Background: an optimization exercise with open tools, aiming at small area, a short achievable clock period and few clock cycles. Do not read the settings as production practice. The RTL was checked by simulation tests, not by an equivalence proof against the original design.

==> inputs of run R <==
==> flow/design.v (excerpt) <==
module bicubic_scaler (
    input  wire        clk,
    input  wire        rst,
    input  wire        start,
    input  wire        ch4,
    input  wire [15:0] src_addr,
    input  wire [15:0] dst_addr,
    input  wire [7:0]  old_w,
    input  wire [7:0]  old_h,
    input  wire [7:0]  new_w,
    input  wire [7:0]  new_h,
    output reg         busy,
    output reg         done,
    output reg         error,
    output reg         mem_valid,
    output reg         mem_we,
    output reg  [15:0] mem_addr,
    output reg  [7:0]  mem_wdata,
    input  wire        mem_ready,
    input  wire [7:0]  mem_rdata
);
make LEC_CHECK=0 CAP_MARGIN=20 CORE_MARGIN=2 CORE_UTILIZATION=40 SLEW_MARGIN=20 finish   # period 20.0 ns
run.sh (not shown) runs the stock make flow with config.mk's settings and CLKGATE_MAP_FILE= SYNTH_SCRIPT=/design/flow/synth_recipe.tcl, a recipe that flattens the netlist after the stock synthesis.
==> run E: changes against run R <==
--- a/flow/design.v
+++ b/flow/design.v
@@ -37,13 +37,13 @@
     reg [15:0] qstride;    
     reg [24:0] n3x, n3y;   
     reg [49:0] den;        
     reg [51:0] den3;       
     reg [7:0]  dvx_rem, dvx_quo, dvy_rem, dvy_quo;
-    wire [2:0] dbit = 3'd7 - sc[2:0];
-    wire [8:0] dvx_tr = {dvx_rem, ow[dbit]};
-    wire [8:0] dvy_tr = {dvy_rem, oh[dbit]};
+    reg  [7:0] owsh, ohsh;     
+    wire [8:0] dvx_tr = {dvx_rem, owsh[7]};
+    wire [8:0] dvy_tr = {dvy_rem, ohsh[7]};
     wire       dvx_ge = dvx_tr >= {1'b0, nw};
     wire       dvy_ge = dvy_tr >= {1'b0, nh};
     wire [8:0] dvx_sub = dvx_tr - {1'b0, nw};
     wire [8:0] dvy_sub = dvy_tr - {1'b0, nh};
     wire [7:0] dvx_rem_n = dvx_ge ? dvx_sub[7:0] : dvx_tr[7:0];
@@ -53,17 +53,14 @@
     reg [15:0] bytestart, rowstart, cur;
     reg [1:0]  k, tn, to;          
     reg [1:0]  ix0, ix1, jy0, jy1;
     reg        need_y;             
     reg signed [26:0] A0, A1, A2, A3, B0, B1, B2, B3;
-    wire [1:0] nxs = ix1 - ix0;
-    wire [1:0] nys = jy1 - jy0;
-    wire       axis = nys > nxs;
-    wire [1:0] n0 = axis ? jy0 : ix0;
-    wire [1:0] n1 = axis ? jy1 : ix1;
-    wire [1:0] o0 = axis ? ix0 : jy0;
-    wire [1:0] o1 = axis ? ix1 : jy1;
+    reg        axis;
+    reg [1:0]  n0, n1, o0, o1;
+    reg        ldA, ldA_wn, ldB, ldB_wn;
+    reg        np_axis, nr_axis;
     wire [15:0] instep  = axis ? {6'd0, stride} : {13'd0, cn};
     wire [15:0] outstep = axis ? {13'd0, cn} : {6'd0, stride};
     wire [1:0] ai = axis ? to : tn;
     wire [1:0] bj = axis ? tn : to;
     reg        np_wr, nr_wr;
@@ -169,20 +166,20 @@
     wire issue_w = take && wreg_v;
     wire issue_r = take && !wreg_v && cand_ok;
     reg signed [26:0] A_sel, B_sel;
     always @(*) begin
         case (ai)
-            2'd0: A_sel = A0;
-            2'd1: A_sel = A1;
-            2'd2: A_sel = A2;
-            default: A_sel = A3;
+            2'd0: A_sel = ldA ? -$signed(WN0) : A0;
+            2'd1: A_sel = ldA ? (ldA_wn ? $signed(WN1) : $signed({2'd0, n3x})) : A1;
+            2'd2: A_sel = ldA ? $signed(WN2) : A2;
+            default: A_sel = ldA ? -$signed(WN3) : A3;
         endcase
         case (bj)
-            2'd0: B_sel = B0;
-            2'd1: B_sel = B1;
-            2'd2: B_sel = B2;
-            default: B_sel = B3;
+            2'd0: B_sel = ldB ? -$signed(WN0) : B0;
+            2'd1: B_sel = ldB ? (ldB_wn ? $signed(WN1) : $signed({2'd0, n3y})) : B1;
+            2'd2: B_sel = ldB ? $signed(WN2) : B2;
+            default: B_sel = ldB ? -$signed(WN3) : B3;
         endcase
     end
     wire [8:0]  g_rx_sum = rx + rxs;
     wire        g_rx_wr  = g_rx_sum >= {1'b0, nw};
     wire [8:0]  g_rx_sub = g_rx_sum - {1'b0, nw};
@@ -241,18 +238,20 @@
         np_rx   <= np_rsum;
         np_fx   <= fx + qx + {7'd0, np_wr};
         np_pix  <= pixaddr + {6'd0, cqx} + (np_wr ? {13'd0, cn} : 16'd0);
         np_ix0  <= npb_ix0 ? 2'd1 : 2'd0;
         np_ix1  <= npb_ix1;
+        np_axis <= (jy1 - jy0) > (npb_ix1 - (npb_ix0 ? 2'd1 : 2'd0));
         np_bs   <= np_pix - rowoff - (npb_ix0 ? 16'd0 : {13'd0, cn});
         nr_wr   <= g_ry_wr;
         nr_rsum <= g_ry_wr ? g_ry_sub[7:0] : g_ry_sum[7:0];
         nr_ry   <= nr_rsum;
         nr_fy   <= fy + qy + {7'd0, nr_wr};
         nr_rowbase <= rowbase + qstride + (nr_wr ? {6'd0, stride} : 16'd0);
         nr_jy0  <= nrb_jy0 ? 2'd1 : 2'd0;
         nr_jy1  <= nrb_jy1;
+        nr_axis <= nrb_jy1 != (nrb_jy0 ? 2'd1 : 2'd0);
         nr_bs   <= nr_rowbase - (nrb_jy0 ? 16'd0 : {6'd0, stride});
         if (rst) begin
             st        <= ST_IDLE;
             busy      <= 1'b0;
             done      <= 1'b0;
@@ -268,10 +267,12 @@
             dl_v      <= 1'b0;
             dv_busy   <= 1'b0;
             dv_hold   <= 1'b0;
             wq0_v     <= 1'b0;
             wq1_v     <= 1'b0;
+            ldA       <= 1'b0;
+            ldB       <= 1'b0;
             pend      <= 2'd0;
             timer     <= 3'd7;
         end else begin
             done <= 1'b0;
             s1_v <= rd_acc;
@@ -426,10 +427,28 @@
                         end
                     endcase
                 end
                 default: ;
             endcase
+            if (ldA) begin
+                ldA <= 1'b0;
+                if (ldA_wn) begin
+                    A0 <= -$signed(WN0); A1 <= $signed(WN1);
+                    A2 <= $signed(WN2);  A3 <= -$signed(WN3);
+                end else
+                    A1 <= $signed({2'd0, n3x});
+            end
+            if (ldB) begin
+                ldB <= 1'b0;
+                if (ldB_wn) begin
+                    B0 <= -$signed(WN0); B1 <= $signed(WN1);
+                    B2 <= $signed(WN2);  B3 <= -$signed(WN3);
+                end else
+                    B1 <= $signed({2'd0, n3y});
+            end
+            if ((ldA && ldA_wn) || (ldB && ldB_wn))
+                wst <= W_ADV;
             case (st)
                 ST_IDLE: begin
                     if (start) begin
                         c4      <= ch4;
                         rowbase <= src_addr;
@@ -448,18 +467,22 @@
                             busy    <= 1'b1;
                             st      <= ST_SETUP;
                             sc      <= 4'd0;
                             dvx_rem <= 8'd0;
                             dvy_rem <= 8'd0;
+                            owsh    <= old_w;
+                            ohsh    <= old_h;
                         end
                     end
                 end
                 ST_SETUP: begin
                     sc <= sc + 4'd1;
                     if (sc[3] == 1'b0) begin
                         dvx_rem <= dvx_rem_n;
                         dvy_rem <= dvy_rem_n;
+                        owsh    <= {owsh[6:0], 1'b0};
+                        ohsh    <= {ohsh[6:0], 1'b0};
                         dvx_quo <= {dvx_quo[6:0], dvx_ge};
                         dvy_quo <= {dvy_quo[6:0], dvy_ge};
                     end
                     case (sc)
                         4'd0: begin
@@ -516,10 +539,13 @@
                             bytestart <= rowbase;
                             rowstart  <= rowbase;
                             cur       <= rowbase;
                             k   <= 2'd0;
                             tn  <= 2'd1; to  <= 2'd1;
+                            axis <= 1'b0;
+                            n0 <= 2'd1; n1 <= 2'd1; o0 <= 2'd1; o1 <= 2'd1;
+                            ldA <= 1'b0; ldB <= 1'b0;
                             ix0 <= 2'd1; ix1 <= 2'd1;
                             jy0 <= 2'd1; jy1 <= 2'd1;
                             A1  <= $signed({2'd0, n3x});
                             B1  <= $signed({2'd0, n3y});
                             timer <= 3'd7;
@@ -557,22 +583,25 @@
                                 ix0       <= np_ix0;
                                 ix1       <= np_ix1;
                                 bytestart <= np_bs;
                                 rowstart  <= np_bs;
                                 cur       <= np_bs;
-                                if (((jy1 - jy0) > (np_ix1 - np_ix0))) begin
+                                axis <= np_axis;
+                                if (np_axis) begin
                                     tn <= jy0; to <= np_ix0;
+                                    n0 <= jy0; n1 <= jy1; o0 <= np_ix0; o1 <= np_ix1;
                                 end else begin
                                     tn <= np_ix0; to <= jy0;
+                                    n0 <= np_ix0; n1 <= np_ix1; o0 <= jy0; o1 <= jy1;
                                 end
                                 need_y    <= 1'b0;
                                 if (np_rx == 8'd0) begin
-                                    A1 <= $signed({2'd0, n3x});
+                                    ldA    <= 1'b1;
+                                    ldA_wn <= 1'b0;
                                 end else if (wst == W_FULL) begin
-                                    A0 <= -$signed(WN0); A1 <= $signed(WN1);
-                                    A2 <= $signed(WN2);  A3 <= -$signed(WN3);
-                                    wst <= W_ADV;
+                                    ldA    <= 1'b1;
+                                    ldA_wn <= 1'b1;
                                 end else
                                     st <= ST_WAITW;
                             end else if (!last_row) begin
                                 dx        <= 8'd0;
                                 fx        <= 8'd0;
@@ -584,26 +613,30 @@
                                 pixaddr   <= nr_rowbase;
                                 ix0       <= 2'd1;
                                 ix1       <= 2'd1;
                                 jy0       <= nr_jy0;
                                 jy1       <= nr_jy1;
-                                if (nr_jy1 != nr_jy0) begin
+                                axis <= nr_axis;
+                                if (nr_axis) begin
                                     tn <= nr_jy0; to <= 2'd1;
+                                    n0 <= nr_jy0; n1 <= nr_jy1; o0 <= 2'd1; o1 <= 2'd1;
                                 end else begin
                                     tn <= 2'd1; to <= nr_jy0;
+                                    n0 <= 2'd1; n1 <= 2'd1; o0 <= nr_jy0; o1 <= nr_jy1;
                                 end
                                 bytestart <= nr_bs;
                                 rowstart  <= nr_bs;
                                 cur       <= nr_bs;
                                 need_y    <= 1'b1;
-                                A1        <= $signed({2'd0, n3x});
+                                ldA       <= 1'b1;
+                                ldA_wn    <= 1'b0;
                                 if (nr_ry == 8'd0) begin
-                                    B1 <= $signed({2'd0, n3y});
+                                    ldB    <= 1'b1;
+                                    ldB_wn <= 1'b0;
                                 end else if (wst == W_FULL) begin
-                                    B0 <= -$signed(WN0); B1 <= $signed(WN1);
-                                    B2 <= $signed(WN2);  B3 <= -$signed(WN3);
-                                    wst <= W_ADV;
+                                    ldB    <= 1'b1;
+                                    ldB_wn <= 1'b1;
                                 end else
                                     st <= ST_WAITW;
                             end else begin
                                 st <= ST_FIN;
                             end
Settings changed: CAP_MARGIN 20 to 70, SLEW_MARGIN 20 to 70.
==> comparison table <==
Share of the yosys chip area belonging to registers: run R 37.3%; run E 36.6%
Area Growth Syn to Fin: run R 9.78%; run E 13.0%
Worst clock skew on the final layout: run R 0.0800 ns; run E 0.137 ns
Proportion of synthesized area in mux cells: run R 4.41%; run E 4.52%
Result of the run: run R no timing/DRC/antenna violations; run E no timing/DRC/antenna violations
Instance area at placement: run R 0.129 mm2; run E 0.137 mm2
Synthesized net count: run R 13838; run E 14607
Non-clock buffering overhead in the final layout: run R 1.53%; run E 3.21%
Depth of the most critical reg-to-reg path: run R 15; run E 21
Fraction of area in clock buffers and inverters: run R 4.74%; run E 4.70%
Count of inverters other than clock inverters in the layout: run R 1502; run E 1473
Placed cells: run R 15957; run E 16919
Core utilization of the finished layout: run R 44.2%; run E 45.4%
Total stage count of the critical path: run R 8; run E 21
Total number of sequential cells: run R 1636; run E 1664
Layout cells sized above 1: run R 6.04%; run E 9.10%
Count of flip-flops with a built-in enable after synthesis: run R 1325; run E 1349
Average wire per cell in the routed design: run R 21.5 um; run E 22.3 um
Total routed wirelength: run R 351 mm; run E 386 mm
Synthesized area: run R 0.123 mm2; run E 0.128 mm2
Testbench counts of run R, summed over its fixed seeds: cycles 83,799.
Testbench counts of run E, summed over its fixed seeds: cycles 83,799.

========
==> inputs of xenon <==
bicubic_scaler, a different RTL version from the one above (not shown whole).
==> flow/config.mk <==
export PLATFORM = sky130hd
export DESIGN_NAME = bicubic_scaler
export DESIGN_NICKNAME = bicubic_scaler
export VERILOG_FILES = /design/flow/design.v
export SDC_FILE = /design/flow/constraint.sdc
export NUM_CORES = 4
export LEC_CHECK = 0
export CAP_MARGIN = 70
export CORE_MARGIN = 2
export CORE_UTILIZATION = 40
export SLEW_MARGIN = 70
==> flow/constraint.sdc <==
create_clock -name core_clock -period 20.0 [get_ports {clk}]
set_input_delay 4.0000 -clock core_clock [delete_from_list [all_inputs] [get_ports {clk}]]
set_output_delay 4.0000 -clock core_clock [all_outputs]
set_load 0.01 [all_outputs]
==> nickel: changes against xenon <==
--- a/flow/design.v
+++ b/flow/design.v
@@ -34,13 +34,12 @@
     reg [7:0]  qx, rxs, qy, rys;
     reg [9:0]  stride;     
     reg [9:0]  cqx;        
     reg [15:0] qstride;    
     reg [24:0] n3x, n3y;   
     reg [49:0] den;        
-    reg [51:0] den3;       
     reg [7:0]  dvx_rem, dvx_quo, dvy_rem, dvy_quo;
     reg  [7:0] owsh, ohsh;     
     wire [8:0] dvx_tr = {dvx_rem, owsh[7]};
     wire [8:0] dvy_tr = {dvy_rem, ohsh[7]};
     wire       dvx_ge = dvx_tr >= {1'b0, nw};
     wire       dvy_ge = dvy_tr >= {1'b0, nh};
@@ -127,61 +126,64 @@
     wire [62:0] m_s, m_c;
     csamul_27x19 u_mac2 (.a(mbw), .b(mop), .s(m_s), .c(m_c));
     wire signed [62:0] acc_x = (lo_v && lo_bf) ? $signed({14'd0, den[49:1]}) : num;
     wire [62:0] acc_ys = lo_v ? Ms : {Ms[44:0], 18'd0};
     wire [62:0] acc_yc = lo_v ? Mc : {Mc[44:0], 18'd0};
     wire signed [62:0] numn = acc_x + acc_ys + acc_yc;
-    reg        dv_busy, dv_hold, dv_neg;
+    reg        dv_busy, dv_hold, dv_neg, dv_big;
     reg [2:0]  dv_cnt;
     reg [58:0] R;
     reg [7:0]  dq;
-    wire [59:0] D1 = {3'd0, den, 7'd0};
-    wire [59:0] D2 = {2'd0, den, 8'd0};
-    wire [59:0] D3 = {1'b0, den3, 7'd0};
+    wire [59:0] D1 = {4'd0, den, 6'd0};
+    wire [59:0] D2 = {3'd0, den, 7'd0};
     wire [60:0] dt1 = {2'b0, R} - {1'b0, D1};
     wire [60:0] dt2 = {2'b0, R} - {1'b0, D2};
-    wire [60:0] dt3 = {2'b0, R} - {1'b0, D3};
+    wire [60:0] d3_x = ~{1'b0, D1};
+    wire [60:0] d3_y = ~{1'b0, D2};
+    wire [60:0] d3_r = {2'b0, R};
+    wire [60:0] d3_s = d3_r ^ d3_x ^ d3_y;
+    wire [60:0] d3_c = (d3_r & d3_x) | (d3_r & d3_y) | (d3_x & d3_y);
+    wire [60:0] dt3 = d3_s + {d3_c[59:0], 1'b0} + 61'd2;
     wire        g1 = ~dt1[60];
     wire        g2 = ~dt2[60];
     wire        g3 = ~dt3[60];
     wire [1:0]  dd = g3 ? 2'd3 : g2 ? 2'd2 : g1 ? 2'd1 : 2'd0;
     wire [58:0] dRn = g3 ? dt3[58:0] : g2 ? dt2[58:0] : g1 ? dt1[58:0] : R;
-    wire [8:0]  dq_fin = {dq, dd[1]};
-    wire [7:0]  dres = dv_neg ? 8'd0 : (dq_fin[8] ? 8'd255 : dq_fin[7:0]);
-    wire        dv_fin = dv_busy && !dv_hold && (dv_cnt == 3'd4);
-    reg        wq0_v, wq1_v;
-    reg [7:0]  wq0_d, wq1_d;
-    wire       res_push = !wq1_v && (dv_fin || (dv_busy && dv_hold));
+    wire [7:0]  dres = dv_neg ? 8'd0 : (dv_big ? 8'd255 : {dq[5:0], dd});
+    wire        dv_fin = dv_busy && !dv_hold && (dv_cnt == 3'd3);
+    reg        wq0_v, wq1_v, wq2_v;
+    reg [7:0]  wq0_d, wq1_d, wq2_d;
+    wire       res_push = !wq2_v && (dv_fin || (dv_busy && dv_hold));
     wire [7:0] res_d    = dv_hold ? dq : dres;
     wire       wreg_v   = wq0_v;
-    reg [1:0]  pend;
+    reg [2:0]  pend;
     reg [2:0]  timer;
     wire is_bl   = (tn == n1) && (to == o1);
     wire out_bl  = mem_valid && !mem_we && q_rl && q_bl;
     wire cand_ok = (st == ST_READ) &&
-                   (!is_bl || (pend <= 2'd2 && timer >= 3'd3 && !out_bl));
+                   (!is_bl || (pend <= 3'd3 && timer >= 3'd2 && !out_bl));
     wire take    = !mem_valid || mem_ready;
     wire acc     = mem_valid && mem_ready;
     wire rd_acc  = acc && !mem_we;
     wire wr_acc  = acc && mem_we;
     wire bl_acc  = rd_acc && q_rl && q_bl;
     wire issue_w = take && wreg_v;
     wire issue_r = take && !wreg_v && cand_ok;
     reg signed [26:0] A_sel, B_sel;
     always @(*) begin
         case (ai)
-            2'd0: A_sel = ldA ? -$signed(WN0) : A0;
+            2'd0: A_sel = ldA ? $signed(WN0) : A0;
             2'd1: A_sel = ldA ? (ldA_wn ? $signed(WN1) : $signed({2'd0, n3x})) : A1;
             2'd2: A_sel = ldA ? $signed(WN2) : A2;
-            default: A_sel = ldA ? -$signed(WN3) : A3;
+            default: A_sel = ldA ? $signed(WN3) : A3;
         endcase
         case (bj)
-            2'd0: B_sel = ldB ? -$signed(WN0) : B0;
+            2'd0: B_sel = ldB ? $signed(WN0) : B0;
             2'd1: B_sel = ldB ? (ldB_wn ? $signed(WN1) : $signed({2'd0, n3y})) : B1;
             2'd2: B_sel = ldB ? $signed(WN2) : B2;
-            default: B_sel = ldB ? -$signed(WN3) : B3;
+            default: B_sel = ldB ? $signed(WN3) : B3;
         endcase
     end
     wire [8:0]  g_rx_sum = rx + rxs;
     wire        g_rx_wr  = g_rx_sum >= {1'b0, nw};
     wire [8:0]  g_rx_sub = g_rx_sum - {1'b0, nw};
     wire [8:0]  g_ry_sum = ry + rys;
@@ -268,15 +270,16 @@
             hi_v      <= 1'b0;
             dl_v      <= 1'b0;
             dv_busy   <= 1'b0;
             dv_hold   <= 1'b0;
             wq0_v     <= 1'b0;
             wq1_v     <= 1'b0;
+            wq2_v     <= 1'b0;
             ldA       <= 1'b0;
             ldB       <= 1'b0;
-            pend      <= 2'd0;
+            pend      <= 3'd0;
             timer     <= 3'd7;
         end else begin
             done <= 1'b0;
             s1_v <= rd_acc;
             s2_v <= s1_v && s1_rl;
             m1_v <= s2_v;
@@ -286,46 +289,57 @@
             if (dv_busy && !dv_hold) begin
                 R      <= {dRn[56:0], 2'b00};
                 dq     <= {dq[5:0], dd};
                 dv_cnt <= dv_cnt + 3'd1;
             end
             if (dv_fin) begin
-                if (!wq1_v) begin
+                if (!wq2_v) begin
                     dv_busy <= 1'b0;
                 end else begin
                     dv_hold <= 1'b1;
                     dq      <= dres;
                 end
             end
-            if (dv_busy && dv_hold && !wq1_v) begin
+            if (dv_busy && dv_hold && !wq2_v) begin
                 dv_hold <= 1'b0;
                 dv_busy <= 1'b0;
             end
             if (dl_v) begin
                 dv_busy <= 1'b1;
                 dv_hold <= 1'b0;
                 dv_cnt  <= 3'd0;
                 dv_neg  <= num[62];
+                dv_big  <= num[61:0] >= {4'd0, den, 8'd0};
                 R       <= num[58:0];
                 dq      <= 8'd0;
             end
             if (issue_w) begin
+                wq0_v <= wq1_v;
+                wq0_d <= wq1_d;
+                wq1_v <= wq2_v;
+                wq1_d <= wq2_d;
+                wq2_v <= 1'b0;
                 if (res_push) begin
-                    wq0_d  <= res_d;
-                end else begin
-                    wq0_v  <= wq1_v;
-                    wq0_d  <= wq1_d;
+                    if (!wq1_v) begin
+                        wq0_v <= 1'b1;
+                        wq0_d <= res_d;
+                    end else begin
+                        wq1_v <= 1'b1;
+                        wq1_d <= res_d;
+                    end
                 end
-                wq1_v <= 1'b0;
             end else if (res_push) begin
                 if (!wq0_v) begin
                     wq0_v <= 1'b1;
                     wq0_d <= res_d;
-                end else begin
+                end else if (!wq1_v) begin
                     wq1_v <= 1'b1;
                     wq1_d <= res_d;
+                end else begin
+                    wq2_v <= 1'b1;
+                    wq2_d <= res_d;
                 end
             end
             if (take) begin
                 if (wreg_v) begin
                     mem_valid <= 1'b1;
                     mem_we    <= 1'b1;
@@ -344,13 +358,13 @@
                     q_bl      <= (to == o1);
                 end else begin
                     mem_valid <= 1'b0;
                     mem_we    <= 1'b0;
                 end
             end
-            pend <= pend + {1'b0, issue_r && is_bl} - {1'b0, wr_acc};
+            pend <= pend + {2'b0, issue_r && is_bl} - {2'b0, wr_acc};
             if (bl_acc)
                 timer <= 3'd0;
             else if (timer != 3'd7)
                 timer <= timer + 3'd1;
             case (wst)
                 W_ADV: begin
@@ -408,46 +422,46 @@
                         3'd3: begin
                             T3 <= mpr[15:0];
                             ma <= ws;
                             mb <= {2'd0, T1};
                         end
                         3'd4: begin
-                            WN0 <= fl_f0 ? 27'd0 : {1'b0, mpr};
+                            WN0 <= fl_f0 ? 27'd0 : -{1'b0, mpr};
                             E2  <= {2'd0, T2} + {T3, 2'b00} + (fl_fo2 ? {2'd0, T3} : {1'b0, T3, 1'b0}) + {1'b0, T1, 1'b0};
                             ma  <= ws;
                             mb  <= {2'd0, T1} + {T3, 2'b00} + (fl_f0 ? {2'd0, T3} : {1'b0, T3, 1'b0}) + {1'b0, T2, 1'b0};
                         end
                         3'd5: begin
-                            WN3 <= fl_nz3 ? {1'b0, mpr} : 27'd0;
+                            WN3 <= fl_nz3 ? -{1'b0, mpr} : 27'd0;
                             ma  <= w_r;
                             mb  <= E2;
                         end
                         3'd6: begin
-                            WN1 <= fl_fo1 ? {2'd0, w_n3} + WN0 : {1'b0, mpr};
+                            WN1 <= fl_fo1 ? {2'd0, w_n3} - WN0 : {1'b0, mpr};
                         end
                         default: begin
                             WN2 <= fl_fo1 ? 27'd0 : {1'b0, mpr};
                             wst <= W_FULL;
                         end
                     endcase
                 end
                 default: ;
             endcase
             if (ldA) begin
                 ldA <= 1'b0;
                 if (ldA_wn) begin
-                    A0 <= -$signed(WN0); A1 <= $signed(WN1);
-                    A2 <= $signed(WN2);  A3 <= -$signed(WN3);
+                    A0 <= $signed(WN0); A1 <= $signed(WN1);
+                    A2 <= $signed(WN2);  A3 <= $signed(WN3);
                 end else
                     A1 <= $signed({2'd0, n3x});
             end
             if (ldB) begin
                 ldB <= 1'b0;
                 if (ldB_wn) begin
-                    B0 <= -$signed(WN0); B1 <= $signed(WN1);
-                    B2 <= $signed(WN2);  B3 <= -$signed(WN3);
+                    B0 <= $signed(WN0); B1 <= $signed(WN1);
+                    B2 <= $signed(WN2);  B3 <= $signed(WN3);
                 end else
                     B1 <= $signed({2'd0, n3y});
             end
             if ((ldA && ldA_wn) || (ldB && ldB_wn))
                 wst <= W_ADV;
             case (st)
@@ -526,14 +540,13 @@
                             m1_v  <= 1'b1;
                             m1_bf <= 1'b1;
                             m1_bl <= 1'b0;
                         end
                         4'd10: qstride <= mpr[15:0];
                         4'd13: den <= num[49:0];
-                        4'd14: den3 <= {2'b00, den} + {1'b0, den, 1'b0};
-                        4'd1, 4'd3, 4'd5, 4'd11, 4'd12: ;
+                        4'd1, 4'd3, 4'd5, 4'd11, 4'd12, 4'd14: ;
                         default: begin
                             dx <= 8'd0; fx <= 8'd0; rx <= 8'd0;
                             dy <= 8'd0; fy <= 8'd0; ry <= 8'd0;
                             pixaddr   <= rowbase;
                             bytestart <= rowbase;
                             rowstart  <= rowbase;
@@ -642,24 +655,24 @@
                         end
                     end
                 end
                 ST_WAITW: begin
                     if (wst == W_FULL) begin
                         if (need_y) begin
-                            B0 <= -$signed(WN0); B1 <= $signed(WN1);
-                            B2 <= $signed(WN2);  B3 <= -$signed(WN3);
+                            B0 <= $signed(WN0); B1 <= $signed(WN1);
+                            B2 <= $signed(WN2);  B3 <= $signed(WN3);
                         end else begin
-                            A0 <= -$signed(WN0); A1 <= $signed(WN1);
-                            A2 <= $signed(WN2);  A3 <= -$signed(WN3);
+                            A0 <= $signed(WN0); A1 <= $signed(WN1);
+                            A2 <= $signed(WN2);  A3 <= $signed(WN3);
                         end
                         wst <= W_ADV;
                         st  <= ST_READ;
                     end
                 end
                 ST_FIN: begin
-                    if (pend == 2'd0 || (pend == 2'd1 && wr_acc)) begin
+                    if (pend == 3'd0 || (pend == 3'd1 && wr_acc)) begin
                         busy <= 1'b0;
                         done <= 1'b1;
                         st   <= ST_IDLE;
                     end
                 end
                 default: st <= ST_IDLE;
Settings changed: CORE_UTILIZATION 40 to 55.
==> results.ini <==
[routing]
vias_per_cell = 5.47

[sta]
tightest_slew_ns = 0.490
setup_ws_ns = 13.86
maxSlewHeadroom_pct = 67.2

[layout]
layout_commonest_cell = nand2_1
multi_input_gates = 9267

[grt]
grt_use_met3_pct = 2.82

[run_status]
status = no timing/DRC/antenna violations

[worst_setup_path]
r2r_setup_slack_ns = 14.21

[logic_synthesis]
synth-edff-count = 1304

[clock_network]
cts_inserted_buffers = 196

Source of the figures above: xenon

==> results.ini <==
[layout]
regArea_sq_um = 44900
multi_input_gates = 8860
layout_commonest_cell = inv_1

[routing]
vias_per_cell = 6.00

[clock_network]
cts_inserted_buffers = 184
path_clk_slew_ns = 0.06

[worst_setup_path]
r2r_setup_slack_ns = 14.01

[run_status]
status = no timing/DRC/antenna violations

[logic_synthesis]
synth-edff-count = 1263

[sta]
tightest_slew_ns = 0.500
maxSlewHeadroom_pct = 66.6

[grt]
grt_use_met3_pct = 4.23

[floorplanning]
die_area_sq_um = 233000

Source of the figures above: nickel

Testbench counts of xenon, summed over its fixed seeds: cycles 84,119.
Testbench counts of nickel, summed over its fixed seeds: cycles 79,571.

[re-timing with driven ports]
In the flow no input, the clock included, has a driving cell. The finished layouts below were timed again as built, in two steps.
Step 1 assumes that a clkbuf_16 drives the clock port and a buf_2 every other input.
Step 2 adds t to the input delays and takes it off the output delays; t is the mean of the earliest and latest rising clock arrival at the registers after step 1. Input paths then give back, and output paths get back, about the clock's delay inside the block.
Three values: ideal ports, drivers, drivers and shift; two values: the first two.
run	t (ns)	setup WS [ns]	hold WS [ns]	worst slew at a driven data input, ns	cell pins on the clock port's net
run R	0.960	12.406 / 12.477 / 11.517	0.278 / 0.278 / 0.278	0.13	1
run E	0.960	13.839 / 13.839 / 13.358	0.324 / 0.324 / 0.324	0.05	1
xenon	0.974	13.860 / 13.763 / 13.104	0.323 / 0.323 / 0.323	0.14	1
nickel	0.923	13.891 / 13.798 / 12.875	0.313 / 0.313 / 0.313	0.18	1
After both steps setup and hold are still met in every run listed. The setup slack of nickel, which loses most, moves by -0.093 ns with the drivers and by -1.016 ns with both steps.
